Context: an optimization exercise on an open-source flow, tuned for small area. The choices shown serve that exercise and are no tape-out recipe. Only the layout flow was run in this run; the RTL was not checked for function there. Power is estimated from default activity; no workload was simulated.

## design/flow/config.mk

```make
export PLATFORM = sky130hd
export DESIGN_NAME = servo_xcvr
export DESIGN_NICKNAME = servo_xcvr
export VERILOG_FILES = /design/flow/design.v
export SDC_FILE = /design/flow/constraint.sdc
export NUM_CORES = 4
export LEC_CHECK = 0
export CAP_MARGIN = 20
export CORE_MARGIN = 2
export CORE_UTILIZATION = 25
export SLEW_MARGIN = 20
```

## design/flow/constraint.sdc

```tcl
create_clock -name core_clock -period 30.0 [get_ports {clk}]
set_input_delay 6.0000 -clock core_clock [delete_from_list [all_inputs] [get_ports {clk}]]
set_output_delay 6.0000 -clock core_clock [all_outputs]
set_load 0.01 [all_outputs]
```

## design/flow/design.v

```verilog
module servo_xcvr (
    input  wire         clk,
    input  wire         rst,           
    input  wire         host_we,
    input  wire [5:0]   host_addr,
    input  wire [7:0]   host_wdata,
    output reg  [7:0]   host_rdata,
    output wire         tp_req,
    output wire         tp_op,         
    output reg  [4:0]   tp_len,        
    output wire [127:0] tp_wdata,      
    input  wire         tp_ack,
    input  wire         tp_err,
    input  wire [4:0]   tp_cnt,        
    input  wire [95:0]  tp_rdata,      
    input  wire [15:0]  now_ms
);
    localparam [15:0] T_HEADER_MS = 16'd50;
    localparam [15:0] T_BODY_MS   = 16'd60;
    localparam [2:0] S_IDLE   = 3'd0;
    localparam [2:0] S_SEND   = 3'd1;
    localparam [2:0] S_ECHO   = 3'd2;
    localparam [2:0] S_HEADER = 3'd3;
    localparam [2:0] S_BODY   = 3'd4;
    localparam [3:0] C_OK        = 4'd0;
    localparam [3:0] C_TRANSPORT = 4'd1;
    localparam [3:0] C_TO_HEADER = 4'd2;
    localparam [3:0] C_TO_BODY   = 4'd3;
    localparam [3:0] C_CHECKSUM  = 4'd4;
    localparam [3:0] C_MALFORMED = 4'd5;
    localparam [3:0] C_OVERSIZE  = 4'd6;
    localparam [3:0] C_INVALID   = 4'd7;
    reg         busy, done, rejected, reply_exp;
    reg  [7:0]  result;
    reg  [2:0]  state;
    reg  [7:0]  req_id, req_cmd, req_nparam;
    reg  [79:0] req_param;      
    reg  [7:0]  txlen;
    reg  [127:0] txbuf;         
    reg  [7:0]  rxcnt;
    reg  [127:0] rxbuf;         
    reg  [7:0]  echo_rem;
    reg  [7:0]  exp_len;
    reg  [15:0] deadline;
    reg  [127:0] enc_frame;
    reg  [7:0]   enc_len;
    reg          enc_fail;
    reg  [3:0]   enc_detail;
    reg  [7:0]   enc_sum;
    integer      ei;
    always @* begin
        enc_frame  = 128'd0;
        enc_len    = 8'd0;
        enc_fail   = 1'b0;
        enc_detail = 4'd0;
        enc_sum    = 8'd0;
        if (req_nparam > 8'd10) begin
            enc_fail   = 1'b1;
            enc_detail = 4'd1;
        end else if (req_id == 8'd255) begin
            enc_fail   = 1'b1;
            enc_detail = 4'd2;
        end else begin
            enc_sum = req_id + (req_nparam + 8'd3) + req_cmd;
            for (ei = 0; ei < 10; ei = ei + 1)
                if (ei < req_nparam)
                    enc_sum = enc_sum + req_param[8*ei +: 8];
            enc_frame[7:0]   = 8'h55;
            enc_frame[15:8]  = 8'h55;
            enc_frame[23:16] = req_id;
            enc_frame[31:24] = req_nparam + 8'd3;
            enc_frame[39:32] = req_cmd;
            for (ei = 0; ei < 10; ei = ei + 1)
                if (ei < req_nparam)
                    enc_frame[8*(5+ei) +: 8] = req_param[8*ei +: 8];
            for (ei = 5; ei < 16; ei = ei + 1)
                if (ei == req_nparam + 5)
                    enc_frame[8*ei +: 8] = ~enc_sum;
            enc_len = req_nparam + 8'd6;
        end
    end
    reg  [3:0]  dec_code, dec_detail;
    reg  [7:0]  dec_explen;
    reg  [7:0]  dec_L;
    reg  [7:0]  dec_sum, dec_cks;
    integer     di;
    always @* begin
        dec_code   = C_OK;
        dec_detail = 4'd0;
        dec_explen = 8'd0;
        dec_L      = rxbuf[31:24];
        dec_sum    = 8'd0;
        dec_cks    = 8'd0;
        for (di = 2; di < 15; di = di + 1)
            if (di <= dec_L + 1)
                dec_sum = dec_sum + rxbuf[8*di +: 8];
        for (di = 5; di < 16; di = di + 1)
            if (di == dec_L + 2)
                dec_cks = rxbuf[8*di +: 8];
        if (rxcnt > 8'd16) begin
            dec_code = C_INVALID;  dec_detail = 4'd3;
        end else if (rxcnt < 8'd2) begin
            dec_code = C_MALFORMED; dec_detail = 4'd2;
        end else if (rxbuf[7:0] != 8'h55 || rxbuf[15:8] != 8'h55) begin
            dec_code = C_MALFORMED; dec_detail = 4'd1;
        end else if (rxcnt < 8'd4) begin
            dec_code = C_MALFORMED; dec_detail = 4'd2;
        end else if (dec_L < 8'd3) begin
            dec_code = C_MALFORMED; dec_detail = 4'd3;
        end else if (dec_L > 8'd13) begin
            dec_code = C_OVERSIZE;
        end else begin
            dec_explen = dec_L + 8'd3;
            if (rxcnt < dec_L + 8'd3) begin
                dec_code = C_MALFORMED; dec_detail = 4'd4;
            end else if (~dec_sum != dec_cks) begin
                dec_code = C_CHECKSUM;
            end
        end
    end
    reg  [127:0] app_buf;       
    reg  [7:0]   app_cnt;
    reg  [127:0] rs_buf;        
    reg  [7:0]   rs_cnt;
    reg  [7:0]   hdr_L;
    reg  [7:0]   body_L;
    reg  [7:0]   body_sum, body_cks;
    reg  [4:0]   app_idx;
    reg  [7:0]   echo_left;
    reg  [15:0]  now_minus_dl;
    reg          expired;
    integer      ai;
    always @* begin
        app_buf = rxbuf;
        for (ai = 0; ai < 16; ai = ai + 1) begin
            app_idx = ai - rxcnt[4:0];
            if (ai >= rxcnt && app_idx < tp_cnt && app_idx < 5'd12)
                app_buf[8*ai +: 8] = tp_rdata[8*app_idx +: 8];
        end
        app_cnt = rxcnt + tp_cnt;
        rs_buf = app_buf;
        rs_cnt = app_cnt;
        if (app_cnt >= 8'd2 && !(app_buf[7:0] == 8'h55 && app_buf[15:8] == 8'h55)) begin
            for (ai = 0; ai < 15; ai = ai + 1) begin
                if (ai + 1 < app_cnt)
                    rs_buf[8*ai +: 8] = app_buf[8*(ai+1) +: 8];
                else if (ai + 1 == app_cnt)
                    rs_buf[8*ai +: 8] = 8'h00;
            end
            if (app_cnt == 8'd16)
                rs_buf[127:120] = 8'h00;
            rs_cnt = app_cnt - 8'd1;
        end
        hdr_L = rs_buf[31:24];
        body_L   = app_buf[31:24];
        body_sum = 8'd0;
        body_cks = 8'd0;
        for (ai = 2; ai < 15; ai = ai + 1)
            if (ai <= body_L + 1)
                body_sum = body_sum + app_buf[8*ai +: 8];
        for (ai = 5; ai < 16; ai = ai + 1)
            if (ai == body_L + 2)
                body_cks = app_buf[8*ai +: 8];
        echo_left    = echo_rem - tp_cnt;
        now_minus_dl = now_ms - deadline;
        expired      = ~now_minus_dl[15];
    end
    assign tp_req   = busy;
    assign tp_op    = (state != S_SEND);
    assign tp_wdata = txbuf;
    always @* begin
        case (state)
            S_SEND:   tp_len = txlen[4:0];
            S_ECHO:   tp_len = echo_rem[4:0];
            S_HEADER: tp_len = 5'd4 - rxcnt[4:0];
            S_BODY:   tp_len = exp_len[4:0] - rxcnt[4:0];
            default:  tp_len = 5'd0;
        endcase
    end
    always @* begin
        host_rdata = 8'h00;
        case (host_addr)
            6'h01: host_rdata = {4'b0000, reply_exp, rejected, done, busy};
            6'h02: host_rdata = result;
            6'h03: host_rdata = {5'b00000, state};
            6'h04: host_rdata = req_id;
            6'h05: host_rdata = req_cmd;
            6'h06: host_rdata = req_nparam;
            6'h07: host_rdata = txlen;
            6'h08: host_rdata = rxcnt;
            6'h09: host_rdata = echo_rem;
            6'h0A: host_rdata = exp_len;
            default: begin
                if (host_addr >= 6'h10 && host_addr <= 6'h19)
                    host_rdata = req_param[8*(host_addr - 6'h10) +: 8];
                else if (host_addr >= 6'h20 && host_addr <= 6'h2F)
                    host_rdata = txbuf[8*host_addr[3:0] +: 8];
                else if (host_addr >= 6'h30)
                    host_rdata = rxbuf[8*host_addr[3:0] +: 8];
            end
        endcase
    end
    wire [1:0] ctrl_op = host_wdata[1:0];
    wire       ctrl_w  = host_wdata[2];
    task complete(input [3:0] code, input [3:0] detail);
        begin
            result <= {detail, code};
            done   <= 1'b1;
            busy   <= 1'b0;
            state  <= S_IDLE;
        end
    endtask
    always @(posedge clk) begin
        if (rst) begin
            busy       <= 1'b0;
            done       <= 1'b0;
            rejected   <= 1'b0;
            reply_exp  <= 1'b0;
            result     <= 8'd0;
            state      <= S_IDLE;
            req_id     <= 8'd0;
            req_cmd    <= 8'd0;
            req_nparam <= 8'd0;
            req_param  <= 80'd0;
            txlen      <= 8'd0;
            txbuf      <= 128'd0;
            rxcnt      <= 8'd0;
            rxbuf      <= 128'd0;
            echo_rem   <= 8'd0;
            exp_len    <= 8'd0;
            deadline   <= 16'd0;
        end else begin
            if (host_we) begin
                case (host_addr)
                    6'h00: begin
                        if (ctrl_op != 2'd0) begin
                            if (busy) begin
                                rejected <= 1'b1;
                            end else begin
                                done      <= 1'b0;
                                rejected  <= 1'b0;
                                reply_exp <= 1'b0;
                                result    <= 8'd0;
                                case (ctrl_op)
                                    2'd1: begin  
                                        txbuf <= enc_frame;
                                        txlen <= enc_len;
                                        if (enc_fail) complete(C_INVALID, enc_detail);
                                        else          complete(C_OK, 4'd0);
                                    end
                                    2'd2: begin  
                                        exp_len <= dec_explen;
                                        complete(dec_code, dec_detail);
                                    end
                                    default: begin  
                                        txbuf    <= enc_frame;
                                        txlen    <= enc_len;
                                        rxbuf    <= 128'd0;
                                        rxcnt    <= 8'd0;
                                        echo_rem <= 8'd0;
                                        exp_len  <= 8'd0;
                                        deadline <= 16'd0;
                                        if (enc_fail) begin
                                            complete(C_INVALID, enc_detail);
                                        end else begin
                                            reply_exp <= ctrl_w && (req_id != 8'd254);
                                            busy      <= 1'b1;
                                            state     <= S_SEND;
                                        end
                                    end
                                endcase
                            end
                        end
                    end
                    6'h04: req_id     <= host_wdata;
                    6'h05: req_cmd    <= host_wdata;
                    6'h06: req_nparam <= host_wdata;
                    6'h08: if (!busy) rxcnt <= host_wdata;
                    default: begin
                        if (host_addr >= 6'h10 && host_addr <= 6'h19)
                            req_param[8*(host_addr - 6'h10) +: 8] <= host_wdata;
                        else if (host_addr >= 6'h30 && !busy)
                            rxbuf[8*host_addr[3:0] +: 8] <= host_wdata;
                    end
                endcase
            end
            if (busy && tp_ack) begin
                case (state)
                    S_SEND: begin
                        if (tp_err)
                            complete(C_TRANSPORT, 4'd1);
                        else if ({3'b000, tp_cnt} != txlen)
                            complete(C_TRANSPORT, 4'd2);
                        else if (!reply_exp)
                            complete(C_OK, 4'd0);
                        else begin
                            echo_rem <= txlen;
                            state    <= S_ECHO;
                        end
                    end
                    S_ECHO: begin
                        if (tp_err)
                            complete(C_TRANSPORT, 4'd3);
                        else begin
                            echo_rem <= echo_left;
                            if (echo_left == 8'd0 || tp_cnt == 5'd0) begin
                                deadline <= now_ms + T_HEADER_MS;
                                state    <= S_HEADER;
                            end
                        end
                    end
                    S_HEADER: begin
                        if (tp_err)
                            complete(C_TRANSPORT, 4'd4);
                        else begin
                            rxbuf <= rs_buf;
                            rxcnt <= rs_cnt;
                            if (rs_cnt == 8'd4) begin
                                if (hdr_L < 8'd3)
                                    complete(C_MALFORMED, 4'd3);
                                else if (hdr_L > 8'd13)
                                    complete(C_OVERSIZE, 4'd0);
                                else begin
                                    exp_len  <= hdr_L + 8'd3;
                                    deadline <= now_ms + T_BODY_MS;
                                    state    <= S_BODY;
                                end
                            end else if (expired)
                                complete(C_TO_HEADER, 4'd0);
                        end
                    end
                    S_BODY: begin
                        if (tp_err)
                            complete(C_TRANSPORT, 4'd5);
                        else begin
                            rxbuf <= app_buf;
                            rxcnt <= app_cnt;
                            if (app_cnt == exp_len) begin
                                if (~body_sum == body_cks)
                                    complete(C_OK, 4'd0);
                                else
                                    complete(C_CHECKSUM, 4'd0);
                            end else if (expired)
                                complete(C_TO_BODY, 4'd0);
                        end
                    end
                    default: ;
                endcase
            end
        end
    end
endmodule
```

## design/flow/run.sh

```bash
#!/bin/bash
# synth_recipe.tcl (not shown) runs the flow's synth.tcl, then flattens the netlist and writes it again
# the make line also repeats each setting of config.mk as NAME=value (left out here)
make -C /OpenROAD-flow-scripts/flow DESIGN_CONFIG=/design/flow/config.mk WORK_HOME=/design/flow/orfs CLKGATE_MAP_FILE= SYNTH_SCRIPT=/design/flow/synth_recipe.tcl finish
```

==> qor.csv <==
metric,value,unit
slew_headroom,13.93,%
grt_remaining_overflow,0,
p_leak,23.54,nW
hold_end,result[3],
postSynth.asyncResetShare,0,%
fin_cells,9912,
powerDensity,108.7,mW/mm^2
rows,168,
post-dp-hpwl,256500,um
ant_nets,0,
nets,7623,
tightest_slew,1255,ps
max_freq,39.14,MHz
first_pass_iters,14,
clock_skew,68.43,ps
clk_pin_slew_worst_paths,60,ps
synth_area,0.05274,sq mm
dpl_cell_area,0.05914,sq mm
syn2layout_area_growth,15.81,%
yosys_warnings,1,
regToRegSetupSlack,9090,ps
initial_utilization,25.16,%
clock_latency,710,ps
finalMaxSlewViolations,0,
grt_pass1_wl,451100,um
finalWeightedCongestion,1.109,
ys_seq_area_share,15.49,%
grt_pass1_vias,56331,
required,30530,ps
syn_avg_cell_area,7.603,sq um
critPathKind,input port to register,
die_x,463.3,um
setup_slack,4448,ps
cts_tree,done,
htree_levels,2,
tns,0,ps
crit_path_max_incr_delay,750,ps
num_vias,61464,
yosysUniqueCellTypes,112,
ios,279,
crit_path_frequent_cell,inv_1,
p_total,6.639,mW
cts_resized,0,
cts_root_buf,clkbuf_16,
drv_cap,0,
core_area,0.2096,sq mm
drc_errors,0,
ff2ff_path_depth,77,
synth_edf_count,0,
ir_worst_vdd,0.3887,mV
setup_viol,0,
hp-class,register to register,
syn_inst,6936,
rr_startpoint,rxcnt[3],
cts_hold_buf,0,
die_y,463.3,um
post_drt_wl_per_cell,33.19,um
crit_slowest_cell,nor3_4,
numPortBuffers,270,
r2r-end,result[2],
path_buf_inv,12,
drt-total-wl,328900,um
synth_ff_type,dfxtp_1,
synth_seq_cells,408,
layout_common_cells,"735 x nor2_1, 626 x nand2_1, 591 x a21oi_1",
min_period,25550,ps
clk_path_buf_depth,3,
cts_setup_buffers,0,
cp-startpoint,tp_cnt[2],
place_ws,4066,ps
status,finished clean,
cp-start-kind,input port,
vias_per_cell,6.201,
final_util,29.14,%
hold_path_startpoint,result[3],
crit_family,adder cells,
crit_fanout,21,
period_share,85.17,%
die-area,0.2146,sq mm
track_usage,29.08,%
rsz0062_at_grt,no,
cts_made_buffers,53,
crit_arrival,26080,ps
grt_max_degree,182,
drive_gt1_share,11.07,%
antenna_found_initial,34,
hold_ws,486.2,ps
final_area,0.06107,sq mm
initialDrtViolationCount,9517,
holdPathStages,1,
setup.worst_path.end_class,register,
final_common_cell,nor2_1,
dpl.cell_count,9794,
cts.sinks,408,
final_hold_viol_count,0,
==> synthesized netlist by cell type (142+ instances only) <==
cell type,number,area [sq um]
mux4_2,171,3851
dfxtp_1,408,8168
xnor2_1,236,2067
nor2_1,738,2770
a21oi_1,599,2998
clkbuf_1,371,1393
mux2i_1,234,2342
o21ai_0,477,2387
a22oi_1,169,1269
nor3_1,142,710.7
inv_1,290,1089
nand2_1,628,2357
ha_1,396,4955
nand3_1,223,1116
==> power breakdown <==
| part | switching, mW | internal (mW) | total [mW] |
|---|---|---|---|
| logic | 3.06 | 2.32 | 5.38 |
| registers | 0.00731 | 0.544 | 0.551 |
| clock network | 0.309 | 0.394 | 0.703 |
==> worst max path at each step <==
stage	end	slack, ps	cells after the start
finish	result[2]	4450	74
global route	result[2]	3240	74
CTS	result[2]	4650	74
detailed placement	result[2]	4070	74
global placement	result[2]	4200	74
floorplan	result[2]	7830	74
==> sequential cells by signal, indices dropped and copies added (netlist names), 3 cells and up <==
name and count:
exp_len 8, echo_rem 8, state 3, txbuf 113
req_nparam 8, rxcnt 8, deadline 16, req_id 8
txlen 8, req_param 80, rxbuf 128, result 8
req_cmd 8
==> metal layers <==
layer | wire (um) | track usage, % | vias to the layer above
li1 | - | - | 26055
met1 | 129500 | 36.97 | 30030
met2 | 132700 | 41.96 | 4358
met3 | 41950 | 10.19 | 971
met4 | 24420 | 17.42 | 50
met5 | 398 | 0 | -
==> area by class of cell <==
class	count	area [sq um]
fill	22603	148500
multi-input combinational	5761	41770
sequential	408	8178
timing repair buffer	518	4568
tap	2805	3510
clock buffer	68	1504
inverter	303	1137
clock inverter	31	361.6
antenna	18	45.04
==> cell families after synthesis <==
group,count (synthesis),share of synthesized area [%]
XOR/XNOR,350,5.986
adder cells (fa/ha/maj),442,11.14
AO/OA/AOI/OAI,2263,28.11
AND/OR/NAND/NOR,2149,18.50
buffers and inverters,774,5.872
multiplexers,549,14.89
other,1,0.007111
flip-flops,408,15.49

==> afterwards: timing with drivers on the ports <==
No port has a modelled driver above. Below, the same layout with a new extraction and two added sets of constraints.
Step 1: set_driving_cell puts a clkbuf_16 on clk and a buf_2 on each other input, an assumption about the parent block.
Step 2 times the ports against the registers' clock, not the clock port: input delays grow and output delays shrink by t, the midpoint of the rising clock arrivals with the driver on.
a / b / c = ideal / step 1 / step 2; a / b = the first two.
t, ns: 0.734
slack for setup (ns): 4.448 / 4.430 / 3.695
worst hold slack (ns): 0.486 / 0.486 / 0.486
latest minus earliest clock arrival (ns): 0.075 / 0.075
pins driven straight from the clock port: 1
After both steps setup and hold are still met in this run. The setup slack of this run moves by -0.018 ns with the drivers and by -0.753 ns with both steps.
